This design comes from an exercise in tuning for small area, a short achievable clock period and few clock cycles per item on the open sky130 flow, not from production work. Where RTL was checked, it was by simulation tests only, not by an equivalence proof against the original.

==> inputs of onyx <==
Design dec32, start of the top module:
module dec32 (
    input  wire        clk,
    input  wire        rst,
    input  wire        in_valid,
    output wire        in_ready,
    input  wire [31:0] in_value,
    output wire        out_valid,
    input  wire        out_ready,
    output wire [3:0]  out_len,
    output wire [87:0] out_str
);
    reg  sv;                
    wire adv = ~sv;         
    reg  [31:0] r0_x;
    reg         r0_v;
    always @(posedge clk) if (adv) r0_x <= in_value;
    always @(posedge clk) if (rst) r0_v <= 1'b0; else if (adv) r0_v <= in_valid;
    wire        neg0 = r0_x[31];
    wire [31:0] mag  = neg0 ? (~r0_x + 32'd1) : r0_x;
    wire d1_0_0 = mag[31];
    wire d2_0_0 = mag[30];
    wire d2_0_1 = d1_0_0;
    wire d3_0_0 = mag[29];
    wire d3_0_1 = d2_0_0;
    wire d3_0_2 = d2_0_1;
    wire d4_0_0 = mag[28];
    wire d4_0_1 = d3_0_0;
    wire d4_0_2 = d3_0_1;
    wire d4_0_3 = d3_0_2;
    reg [3:0] a5_0;
    always @(*) case ({d4_0_3, d4_0_2, d4_0_1, d4_0_0})
        4'd0: a5_0 = 4'd0;
        4'd1: a5_0 = 4'd1;
        4'd2: a5_0 = 4'd2;
  ...
==> flow/config.mk <==
export PLATFORM = sky130hd
export DESIGN_NAME = dec32
export DESIGN_NICKNAME = dec32
export VERILOG_FILES = /design/flow/design.v
export SDC_FILE = /design/flow/constraint.sdc
export NUM_CORES = 4
export LEC_CHECK = 0
export ABC_AREA = 1
export CAP_MARGIN = 20
export CORE_MARGIN = 2
export CORE_UTILIZATION = 60
export SLEW_MARGIN = 20
==> flow/constraint.sdc <==
create_clock -name core_clock -period 10.0 [get_ports {clk}]
set_input_delay 2.0000 -clock core_clock [delete_from_list [all_inputs] [get_ports {clk}]]
set_output_delay 2.0000 -clock core_clock [all_outputs]
set_load 0.01 [all_outputs]
standard.sh (not shown) runs the stock make flow with config.mk's settings and CLKGATE_MAP_FILE= SYNTH_SCRIPT=/design/flow/synth_recipe.tcl, a recipe that flattens the netlist after the stock synthesis.
==> flow/flow/run.sh <==
#!/bin/bash
# The standard layout (the standard.sh, standard synthesis included), with
# ORFS's timing repair aimed at a setup slack of 6.85 ns instead of 0 so that
# it works toward a shorter achieved period. The clock period and the SDC are
# unchanged. Every port still gets its own buffer (a buf_2 rather than the
# default pick). standard.sh's full output goes to standard.log.
export SETUP_SLACK_MARGIN=6.85
export BUFFER_PORTS_ARGS="-buffer_cell sky130_fd_sc_hd__buf_2"
bash standard.sh > standard.log 2>&1
==> yarrow: changes against onyx <==
- CTS_BUF_LIST: not set -> sky130_fd_sc_hd__clkbuf_4 sky130_fd_sc_hd__clkbuf_8
==> run summary <==
quantity                                                                          onyx                     yarrow
Global router's overall resource usage                                           25.7%                      26.0%
Rel. slew slack                                                                  30.7%                      29.1%
Final period utilization                                                         33.6%                      34.9%
Data required, critical path                                                  10.31 ns                   10.39 ns
Launch point of the worst path                                                r4_d[20]                   r4_d[31]
Clock network share of area                                                      4.65%                      4.40%
Number of buffers added by the clock tree synthesis step                            39                         56
Register area                                                                9840 um^2                  9850 um^2
Clock Tree Root                                             sky130_fd_sc_hd__clkbuf_16  sky130_fd_sc_hd__clkbuf_8
Worst flop-to-flop path startpoint                                            r4_d[20]                   r4_d[31]
Status                                                        timing/DRC/antenna clean   timing/DRC/antenna clean
Slew at the pin with the worst max-slew slack                                  1.04 ns                    1.06 ns
Count of buffers added by post-CTS timing repair for setup                          13                         28
Function was not checked in any run of this note: the RTL went through the layout flow alone.


==> trial 44 <==
dec32, a different RTL version from the one above (not shown whole).
Settings: LEC_CHECK=0, ABC_AREA=1, CAP_MARGIN=20, CORE_MARGIN=2, CORE_UTILIZATION=50, SLEW_MARGIN=20; clock period 10.0 ns.
==> flow/flow/run.sh <==
#!/bin/bash
# The standard layout (the standard.sh, standard synthesis included), with
# ORFS's timing repair aimed at a setup slack of 6.8 ns instead of 0 so that it
# works toward a shorter achieved period. The clock period and the SDC are
# unchanged. standard.sh's full output goes to standard.log.
export SETUP_SLACK_MARGIN=6.8
bash standard.sh > standard.log 2>&1
==> trial 96: changes against trial 44 <==
==> flow/flow/run.sh (replaced) <==
#!/bin/bash
# The standard layout (the standard.sh, standard synthesis included), with
# ORFS's timing repair aimed at a setup slack of 6.3 ns instead of 0 so that it
# works toward a shorter achieved period. The clock period and the SDC are
# unchanged. standard.sh's full output goes to standard.log.
export SETUP_SLACK_MARGIN=6.3
bash standard.sh > standard.log 2>&1
==> comparison <==
Trial 44 ran to the end with no violations. Trial 96 ran to the end with no violations.
Between trial 96 and trial 44, the lower sequential share of layout area is in trial 44 (gap 3.0 points).
Count of clock-buffer cells in the layout: trial 44 is lower than trial 96 (5).
In trial 44 the clock skew is higher than in trial 96, by 0.00076 ns.
Of trial 96 and trial 44, trial 96 has the higher register-to-register slack (gap 0.07 ns).
==> figures <==
item                                                         trial 44                 trial 96
Worst-skew pair later-pin latency                             0.55 ns                  0.56 ns
Wire length on met1                                           22.4 mm                  21.0 mm
Hold Crit Endpoint                                           r2_m[15]                 r2_m[13]
Combined area of the multi-input logic cells               0.0119 mm2               0.0110 mm2
Result of the run                             complete, no violations  complete, no violations
Bufs and invs on worst path                                         7                        4
Met3 layer wire length in the routed design                   4.19 mm                  1.78 mm
Clk slew on worst S/H paths                                   0.06 ns                  0.05 ns
Routed vias                                                     21808                    20276
Buffers outside the clock class                                   314                      159
Core utilization of the finished layout                         65.1%                    59.7%
No functional check of the RTL was part of any run of this note.


==> inputs of job 9097 <==
Another version of the RTL of dec32 (not shown whole).
export LEC_CHECK = 0
export ABC_AREA = 1
export CAP_MARGIN = 20
export CORE_MARGIN = 2
export CORE_UTILIZATION = 50
export CTS_CLUSTER_DIAMETER = 100
export CTS_CLUSTER_SIZE = 25
export SLEW_MARGIN = 20
create_clock -name core_clock -period 10.0 [get_ports {clk}]
==> flow/flow/run.sh <==
#!/bin/bash
# The standard layout (the standard.sh, standard synthesis included), with
# ORFS's timing repair aimed at a setup slack of 6.85 ns instead of 0 so that
# it works toward a shorter achieved period. The clock period and the SDC are
# unchanged. Every port still gets its own buffer (a buf_2 rather than the
# default pick). standard.sh's full output goes to standard.log.
export SETUP_SLACK_MARGIN=6.85
export BUFFER_PORTS_ARGS="-buffer_cell sky130_fd_sc_hd__buf_2"
bash standard.sh > standard.log 2>&1
==> job 1622 (differences from job 9097) <==
--- a/flow/design.v
+++ b/flow/design.v
@@ -115,18 +115,18 @@
     wire d7_1_2 = d6_1_1;
     reg [24:0] r1_m;
     reg [6:0] r1_d;
     reg r1_n, r1_v;
     always @(posedge clk) if (adv) begin
         r1_m <= mag[24:0];
-        r1_d <= ~{d7_1_2, d7_1_1, d7_1_0, d7_0_3, d7_0_2, d7_0_1, d7_0_0};
+        r1_d <= {d7_1_2, d7_1_1, d7_1_0, d7_0_3, d7_0_2, d7_0_1, d7_0_0};
         r1_n <= neg0;
     end
     always @(posedge clk) if (rst) r1_v <= 1'b0; else if (adv) r1_v <= r0_v;
     reg [3:0] a8_0;
-    always @(*) case ({(~r1_d[3]), (~r1_d[2]), (~r1_d[1]), (~r1_d[0])})
+    always @(*) case ({r1_d[3], r1_d[2], r1_d[1], r1_d[0]})
         4'd0: a8_0 = 4'd0;
         4'd1: a8_0 = 4'd1;
         4'd2: a8_0 = 4'd2;
         4'd3: a8_0 = 4'd3;
         4'd4: a8_0 = 4'd4;
         4'd5: a8_0 = 4'd8;
@@ -139,13 +139,13 @@
         4'd12: a8_0 = 4'd11;
         4'd13: a8_0 = 4'd12;
         4'd14: a8_0 = 4'd11;
         4'd15: a8_0 = 4'd12;
     endcase
     reg [3:0] a8_1;
-    always @(*) case ({1'b0, (~r1_d[6]), (~r1_d[5]), (~r1_d[4])})
+    always @(*) case ({1'b0, r1_d[6], r1_d[5], r1_d[4]})
         4'd0: a8_1 = 4'd0;
         4'd1: a8_1 = 4'd1;
         4'd2: a8_1 = 4'd2;
         4'd3: a8_1 = 4'd3;
         4'd4: a8_1 = 4'd4;
         4'd5: a8_1 = 4'd8;
@@ -481,18 +481,18 @@
     wire d13_3_2 = d12_3_1;
     reg [18:0] r2_m;
     reg [14:0] r2_d;
     reg r2_n, r2_v;
     always @(posedge clk) if (adv) begin
         r2_m <= r1_m[18:0];
-        r2_d <= ~{d13_3_2, d13_3_1, d13_3_0, d13_2_3, d13_2_2, d13_2_1, d13_2_0, d13_1_3, d13_1_2, d13_1_1, d13_1_0, d13_0_3, d13_0_2, d13_0_1, d13_0_0};
+        r2_d <= {d13_3_2, d13_3_1, d13_3_0, d13_2_3, d13_2_2, d13_2_1, d13_2_0, d13_1_3, d13_1_2, d13_1_1, d13_1_0, d13_0_3, d13_0_2, d13_0_1, d13_0_0};
         r2_n <= r1_n;
     end
     always @(posedge clk) if (rst) r2_v <= 1'b0; else if (adv) r2_v <= r1_v;
     reg [3:0] a14_0;
-    always @(*) case ({(~r2_d[3]), (~r2_d[2]), (~r2_d[1]), (~r2_d[0])})
+    always @(*) case ({r2_d[3], r2_d[2], r2_d[1], r2_d[0]})
         4'd0: a14_0 = 4'd0;
         4'd1: a14_0 = 4'd1;
         4'd2: a14_0 = 4'd2;
         4'd3: a14_0 = 4'd3;
         4'd4: a14_0 = 4'd4;
         4'd5: a14_0 = 4'd8;
@@ -505,13 +505,13 @@
         4'd12: a14_0 = 4'd11;
         4'd13: a14_0 = 4'd12;
         4'd14: a14_0 = 4'd11;
         4'd15: a14_0 = 4'd12;
     endcase
     reg [3:0] a14_1;
-    always @(*) case ({(~r2_d[7]), (~r2_d[6]), (~r2_d[5]), (~r2_d[4])})
+    always @(*) case ({r2_d[7], r2_d[6], r2_d[5], r2_d[4]})
         4'd0: a14_1 = 4'd0;
         4'd1: a14_1 = 4'd1;
         4'd2: a14_1 = 4'd2;
         4'd3: a14_1 = 4'd3;
         4'd4: a14_1 = 4'd4;
         4'd5: a14_1 = 4'd8;
@@ -524,13 +524,13 @@
         4'd12: a14_1 = 4'd11;
         4'd13: a14_1 = 4'd12;
         4'd14: a14_1 = 4'd11;
         4'd15: a14_1 = 4'd12;
     endcase
     reg [3:0] a14_2;
-    always @(*) case ({(~r2_d[11]), (~r2_d[10]), (~r2_d[9]), (~r2_d[8])})
+    always @(*) case ({r2_d[11], r2_d[10], r2_d[9], r2_d[8]})
         4'd0: a14_2 = 4'd0;
         4'd1: a14_2 = 4'd1;
         4'd2: a14_2 = 4'd2;
         4'd3: a14_2 = 4'd3;
         4'd4: a14_2 = 4'd4;
         4'd5: a14_2 = 4'd8;
@@ -555,15 +555,15 @@
     wire d14_1_3 = a14_1[2];
     wire d14_2_0 = a14_1[3];
     wire d14_2_1 = a14_2[0];
     wire d14_2_2 = a14_2[1];
     wire d14_2_3 = a14_2[2];
     wire d14_3_0 = a14_2[3];
-    wire d14_3_1 = (~r2_d[12]);
-    wire d14_3_2 = (~r2_d[13]);
-    wire d14_3_3 = (~r2_d[14]);
+    wire d14_3_1 = r2_d[12];
+    wire d14_3_2 = r2_d[13];
+    wire d14_3_3 = r2_d[14];
     reg [3:0] a15_0;
     always @(*) case ({d14_0_3, d14_0_2, d14_0_1, d14_0_0})
         4'd0: a15_0 = 4'd0;
         4'd1: a15_0 = 4'd1;
         4'd2: a15_0 = 4'd2;
         4'd3: a15_0 = 4'd3;
@@ -1196,18 +1196,18 @@
     wire d20_5_2 = d19_5_1;
     reg [11:0] r3_m;
     reg [22:0] r3_d;
     reg r3_n, r3_v;
     always @(posedge clk) if (adv) begin
         r3_m <= r2_m[11:0];
-        r3_d <= ~{d20_5_2, d20_5_1, d20_5_0, d20_4_3, d20_4_2, d20_4_1, d20_4_0, d20_3_3, d20_3_2, d20_3_1, d20_3_0, d20_2_3, d20_2_2, d20_2_1, d20_2_0, d20_1_3, d20_1_2, d20_1_1, d20_1_0, d20_0_3, d20_0_2, d20_0_1, d20_0_0};
+        r3_d <= {d20_5_2, d20_5_1, d20_5_0, d20_4_3, d20_4_2, d20_4_1, d20_4_0, d20_3_3, d20_3_2, d20_3_1, d20_3_0, d20_2_3, d20_2_2, d20_2_1, d20_2_0, d20_1_3, d20_1_2, d20_1_1, d20_1_0, d20_0_3, d20_0_2, d20_0_1, d20_0_0};
         r3_n <= r2_n;
     end
     always @(posedge clk) if (rst) r3_v <= 1'b0; else if (adv) r3_v <= r2_v;
     reg [3:0] a21_0;
-    always @(*) case ({(~r3_d[3]), (~r3_d[2]), (~r3_d[1]), (~r3_d[0])})
+    always @(*) case ({r3_d[3], r3_d[2], r3_d[1], r3_d[0]})
         4'd0: a21_0 = 4'd0;
         4'd1: a21_0 = 4'd1;
         4'd2: a21_0 = 4'd2;
         4'd3: a21_0 = 4'd3;
         4'd4: a21_0 = 4'd4;
         4'd5: a21_0 = 4'd8;
@@ -1220,13 +1220,13 @@
         4'd12: a21_0 = 4'd11;
         4'd13: a21_0 = 4'd12;
         4'd14: a21_0 = 4'd11;
         4'd15: a21_0 = 4'd12;
     endcase
     reg [3:0] a21_1;
-    always @(*) case ({(~r3_d[7]), (~r3_d[6]), (~r3_d[5]), (~r3_d[4])})
+    always @(*) case ({r3_d[7], r3_d[6], r3_d[5], r3_d[4]})
         4'd0: a21_1 = 4'd0;
         4'd1: a21_1 = 4'd1;
         4'd2: a21_1 = 4'd2;
         4'd3: a21_1 = 4'd3;
         4'd4: a21_1 = 4'd4;
         4'd5: a21_1 = 4'd8;
@@ -1239,13 +1239,13 @@
         4'd12: a21_1 = 4'd11;
         4'd13: a21_1 = 4'd12;
         4'd14: a21_1 = 4'd11;
         4'd15: a21_1 = 4'd12;
     endcase
     reg [3:0] a21_2;
-    always @(*) case ({(~r3_d[11]), (~r3_d[10]), (~r3_d[9]), (~r3_d[8])})
+    always @(*) case ({r3_d[11], r3_d[10], r3_d[9], r3_d[8]})
         4'd0: a21_2 = 4'd0;
         4'd1: a21_2 = 4'd1;
         4'd2: a21_2 = 4'd2;
         4'd3: a21_2 = 4'd3;
         4'd4: a21_2 = 4'd4;
         4'd5: a21_2 = 4'd8;
@@ -1258,13 +1258,13 @@
         4'd12: a21_2 = 4'd11;
         4'd13: a21_2 = 4'd12;
         4'd14: a21_2 = 4'd11;
         4'd15: a21_2 = 4'd12;
     endcase
     reg [3:0] a21_3;
-    always @(*) case ({(~r3_d[15]), (~r3_d[14]), (~r3_d[13]), (~r3_d[12])})
+    always @(*) case ({r3_d[15], r3_d[14], r3_d[13], r3_d[12]})
         4'd0: a21_3 = 4'd0;
         4'd1: a21_3 = 4'd1;
         4'd2: a21_3 = 4'd2;
         4'd3: a21_3 = 4'd3;
         4'd4: a21_3 = 4'd4;
         4'd5: a21_3 = 4'd8;
@@ -1277,13 +1277,13 @@
         4'd12: a21_3 = 4'd11;
         4'd13: a21_3 = 4'd12;
         4'd14: a21_3 = 4'd11;
         4'd15: a21_3 = 4'd12;
     endcase
     reg [3:0] a21_4;
-    always @(*) case ({(~r3_d[19]), (~r3_d[18]), (~r3_d[17]), (~r3_d[16])})
+    always @(*) case ({r3_d[19], r3_d[18], r3_d[17], r3_d[16]})
         4'd0: a21_4 = 4'd0;
         4'd1: a21_4 = 4'd1;
         4'd2: a21_4 = 4'd2;
         4'd3: a21_4 = 4'd3;
         4'd4: a21_4 = 4'd4;
         4'd5: a21_4 = 4'd8;
@@ -1296,13 +1296,13 @@
         4'd12: a21_4 = 4'd11;
         4'd13: a21_4 = 4'd12;
         4'd14: a21_4 = 4'd11;
         4'd15: a21_4 = 4'd12;
     endcase
     reg [3:0] a21_5;
-    always @(*) case ({1'b0, (~r3_d[22]), (~r3_d[21]), (~r3_d[20])})
+    always @(*) case ({1'b0, r3_d[22], r3_d[21], r3_d[20]})
         4'd0: a21_5 = 4'd0;
         4'd1: a21_5 = 4'd1;
         4'd2: a21_5 = 4'd2;
         4'd3: a21_5 = 4'd3;
         4'd4: a21_5 = 4'd4;
         4'd5: a21_5 = 4'd8;
@@ -2092,18 +2092,18 @@
     wire d26_7_1 = d25_7_0;
     reg [5:0] r4_m;
     reg [29:0] r4_d;
     reg r4_n, r4_v;
     always @(posedge clk) if (adv) begin
         r4_m <= r3_m[5:0];
-        r4_d <= ~{d26_7_1, d26_7_0, d26_6_3, d26_6_2, d26_6_1, d26_6_0, d26_5_3, d26_5_2, d26_5_1, d26_5_0, d26_4_3, d26_4_2, d26_4_1, d26_4_0, d26_3_3, d26_3_2, d26_3_1, d26_3_0, d26_2_3, d26_2_2, d26_2_1, d26_2_0, d26_1_3, d26_1_2, d26_1_1, d26_1_0, d26_0_3, d26_0_2, d26_0_1, d26_0_0};
+        r4_d <= {d26_7_1, d26_7_0, d26_6_3, d26_6_2, d26_6_1, d26_6_0, d26_5_3, d26_5_2, d26_5_1, d26_5_0, d26_4_3, d26_4_2, d26_4_1, d26_4_0, d26_3_3, d26_3_2, d26_3_1, d26_3_0, d26_2_3, d26_2_2, d26_2_1, d26_2_0, d26_1_3, d26_1_2, d26_1_1, d26_1_0, d26_0_3, d26_0_2, d26_0_1, d26_0_0};
         r4_n <= r3_n;
     end
     always @(posedge clk) if (rst) r4_v <= 1'b0; else if (adv) r4_v <= r3_v;
     reg [3:0] a27_0;
-    always @(*) case ({(~r4_d[3]), (~r4_d[2]), (~r4_d[1]), (~r4_d[0])})
+    always @(*) case ({r4_d[3], r4_d[2], r4_d[1], r4_d[0]})
         4'd0: a27_0 = 4'd0;
         4'd1: a27_0 = 4'd1;
         4'd2: a27_0 = 4'd2;
         4'd3: a27_0 = 4'd3;
         4'd4: a27_0 = 4'd4;
         4'd5: a27_0 = 4'd8;
@@ -2116,13 +2116,13 @@
         4'd12: a27_0 = 4'd11;
         4'd13: a27_0 = 4'd12;
         4'd14: a27_0 = 4'd11;
         4'd15: a27_0 = 4'd12;
     endcase
     reg [3:0] a27_1;
-    always @(*) case ({(~r4_d[7]), (~r4_d[6]), (~r4_d[5]), (~r4_d[4])})
+    always @(*) case ({r4_d[7], r4_d[6], r4_d[5], r4_d[4]})
         4'd0: a27_1 = 4'd0;
         4'd1: a27_1 = 4'd1;
         4'd2: a27_1 = 4'd2;
         4'd3: a27_1 = 4'd3;
         4'd4: a27_1 = 4'd4;
         4'd5: a27_1 = 4'd8;
@@ -2135,13 +2135,13 @@
         4'd12: a27_1 = 4'd11;
         4'd13: a27_1 = 4'd12;
         4'd14: a27_1 = 4'd11;
         4'd15: a27_1 = 4'd12;
     endcase
     reg [3:0] a27_2;
-    always @(*) case ({(~r4_d[11]), (~r4_d[10]), (~r4_d[9]), (~r4_d[8])})
+    always @(*) case ({r4_d[11], r4_d[10], r4_d[9], r4_d[8]})
         4'd0: a27_2 = 4'd0;
         4'd1: a27_2 = 4'd1;
         4'd2: a27_2 = 4'd2;
         4'd3: a27_2 = 4'd3;
         4'd4: a27_2 = 4'd4;
         4'd5: a27_2 = 4'd8;
@@ -2154,13 +2154,13 @@
         4'd12: a27_2 = 4'd11;
         4'd13: a27_2 = 4'd12;
         4'd14: a27_2 = 4'd11;
         4'd15: a27_2 = 4'd12;
     endcase
     reg [3:0] a27_3;
-    always @(*) case ({(~r4_d[15]), (~r4_d[14]), (~r4_d[13]), (~r4_d[12])})
+    always @(*) case ({r4_d[15], r4_d[14], r4_d[13], r4_d[12]})
         4'd0: a27_3 = 4'd0;
         4'd1: a27_3 = 4'd1;
         4'd2: a27_3 = 4'd2;
         4'd3: a27_3 = 4'd3;
         4'd4: a27_3 = 4'd4;
         4'd5: a27_3 = 4'd8;
@@ -2173,13 +2173,13 @@
         4'd12: a27_3 = 4'd11;
         4'd13: a27_3 = 4'd12;
         4'd14: a27_3 = 4'd11;
         4'd15: a27_3 = 4'd12;
     endcase
     reg [3:0] a27_4;
-    always @(*) case ({(~r4_d[19]), (~r4_d[18]), (~r4_d[17]), (~r4_d[16])})
+    always @(*) case ({r4_d[19], r4_d[18], r4_d[17], r4_d[16]})
         4'd0: a27_4 = 4'd0;
         4'd1: a27_4 = 4'd1;
         4'd2: a27_4 = 4'd2;
         4'd3: a27_4 = 4'd3;
         4'd4: a27_4 = 4'd4;
         4'd5: a27_4 = 4'd8;
@@ -2192,13 +2192,13 @@
         4'd12: a27_4 = 4'd11;
         4'd13: a27_4 = 4'd12;
         4'd14: a27_4 = 4'd11;
         4'd15: a27_4 = 4'd12;
     endcase
     reg [3:0] a27_5;
-    always @(*) case ({(~r4_d[23]), (~r4_d[22]), (~r4_d[21]), (~r4_d[20])})
+    always @(*) case ({r4_d[23], r4_d[22], r4_d[21], r4_d[20]})
         4'd0: a27_5 = 4'd0;
         4'd1: a27_5 = 4'd1;
         4'd2: a27_5 = 4'd2;
         4'd3: a27_5 = 4'd3;
         4'd4: a27_5 = 4'd4;
         4'd5: a27_5 = 4'd8;
@@ -2211,13 +2211,13 @@
         4'd12: a27_5 = 4'd11;
         4'd13: a27_5 = 4'd12;
         4'd14: a27_5 = 4'd11;
         4'd15: a27_5 = 4'd12;
     endcase
     reg [3:0] a27_6;
-    always @(*) case ({(~r4_d[27]), (~r4_d[26]), (~r4_d[25]), (~r4_d[24])})
+    always @(*) case ({r4_d[27], r4_d[26], r4_d[25], r4_d[24]})
         4'd0: a27_6 = 4'd0;
         4'd1: a27_6 = 4'd1;
         4'd2: a27_6 = 4'd2;
         4'd3: a27_6 = 4'd3;
         4'd4: a27_6 = 4'd4;
         4'd5: a27_6 = 4'd8;
@@ -2258,14 +2258,14 @@
     wire d27_5_3 = a27_5[2];
     wire d27_6_0 = a27_5[3];
     wire d27_6_1 = a27_6[0];
     wire d27_6_2 = a27_6[1];
     wire d27_6_3 = a27_6[2];
     wire d27_7_0 = a27_6[3];
-    wire d27_7_1 = (~r4_d[28]);
-    wire d27_7_2 = (~r4_d[29]);
+    wire d27_7_1 = r4_d[28];
+    wire d27_7_2 = r4_d[29];
     reg [3:0] a28_0;
     always @(*) case ({d27_0_3, d27_0_2, d27_0_1, d27_0_0})
         4'd0: a28_0 = 4'd0;
         4'd1: a28_0 = 4'd1;
         4'd2: a28_0 = 4'd2;
         4'd3: a28_0 = 4'd3;
CORE_UTILIZATION = 62   (was 50)
==> qor summary <==
|  | job 9097 | job 1622 |
|---|---|---|
| Status | timing/DRC/antenna clean | timing/DRC/antenna clean |
| Crit. path cell count | 2 | 1 |
| Reg-to-Reg Start | rl_d[33]$_DFFE_PN_ | rl_d[15]$_DFFE_PN_ |
| Fraction of area in multi-input gates | 0.460 | 0.463 |
| Placed cell areas | 22400 µm² | 22200 µm² |
| Clock-cell share of area | 0.0209 | 0.0201 |
| Clock buffer count | 24 | 26 |
| Final period demand of the worst path | 3.17 ns | 3.18 ns |
| Length of routed wiring on met1 | 22800 µm | 21100 µm |
| Detailed-route wire length | 51400 µm | 50200 µm |
| Width of the die | 211 µm | 189 µm |
| Worst path setup slack after routing | 6.83 ns | 6.82 ns |
| Number of CTS-inserted buffers | 17 | 16 |
| Seq area share | 0.372 | 0.378 |
| Effective utilization at floorplan | 0.509 | 0.632 |
| Data-path buffer share of cell area in the final layout | 0.0446 | 0.0396 |
| Floorplan die area | 44600 µm² | 35900 µm² |
| Count of plain and timing-repair buffers | 158 | 150 |
| Number of well taps | 539 | 448 |
| Via count of the first global-routing pass | 18061 | 18155 |
Testbench counts of job 1622, summed over its fixed seeds: cycles 2,104, items 2,048.
No functional check of the RTL was part of job 9097.

## port drivers added, routing unchanged
Ports are ideal in the flow. The routed layouts listed here were re-timed in OpenROAD. Step 1 (the two cells are an assumption about what drives the block):
set clk [get_ports {clk}]
set_driving_cell -lib_cell sky130_fd_sc_hd__clkbuf_16 $clk
set_driving_cell -lib_cell sky130_fd_sc_hd__buf_2 [delete_from_list [all_inputs] $clk]
Step 2 times the ports against the registers' clock, not the clock port: input delays grow and output delays shrink by t, the midpoint of the rising clock arrivals with the driver on. a / b / c = no drivers / after step 1 / after step 2; a / b = the first two.
| run | shift t [ns] | slack for setup (ns) | worst setup path at the end |
|---|---|---|---|
| onyx | 0.609 | 6.641 / 6.641 / 6.641 | register to register |
| yarrow | 0.699 | 6.510 / 6.510 / 6.510 | register to register |
| trial 44 | 0.601 | 6.281 / 6.281 / 6.281 | register to register |
| trial 96 | 0.609 | 6.283 / 6.225 / 6.349 | register to register |
| job 9097 | 0.579 | 6.829 / 6.773 / 6.502 | input to register |
| job 1622 | 0.568 | 6.818 / 6.765 / 6.467 | input to register |
After both steps every run listed still meets setup and hold. For job 1622, which loses most, drivers alone change the setup slack by -0.053 ns; drivers and shift together by -0.351 ns.
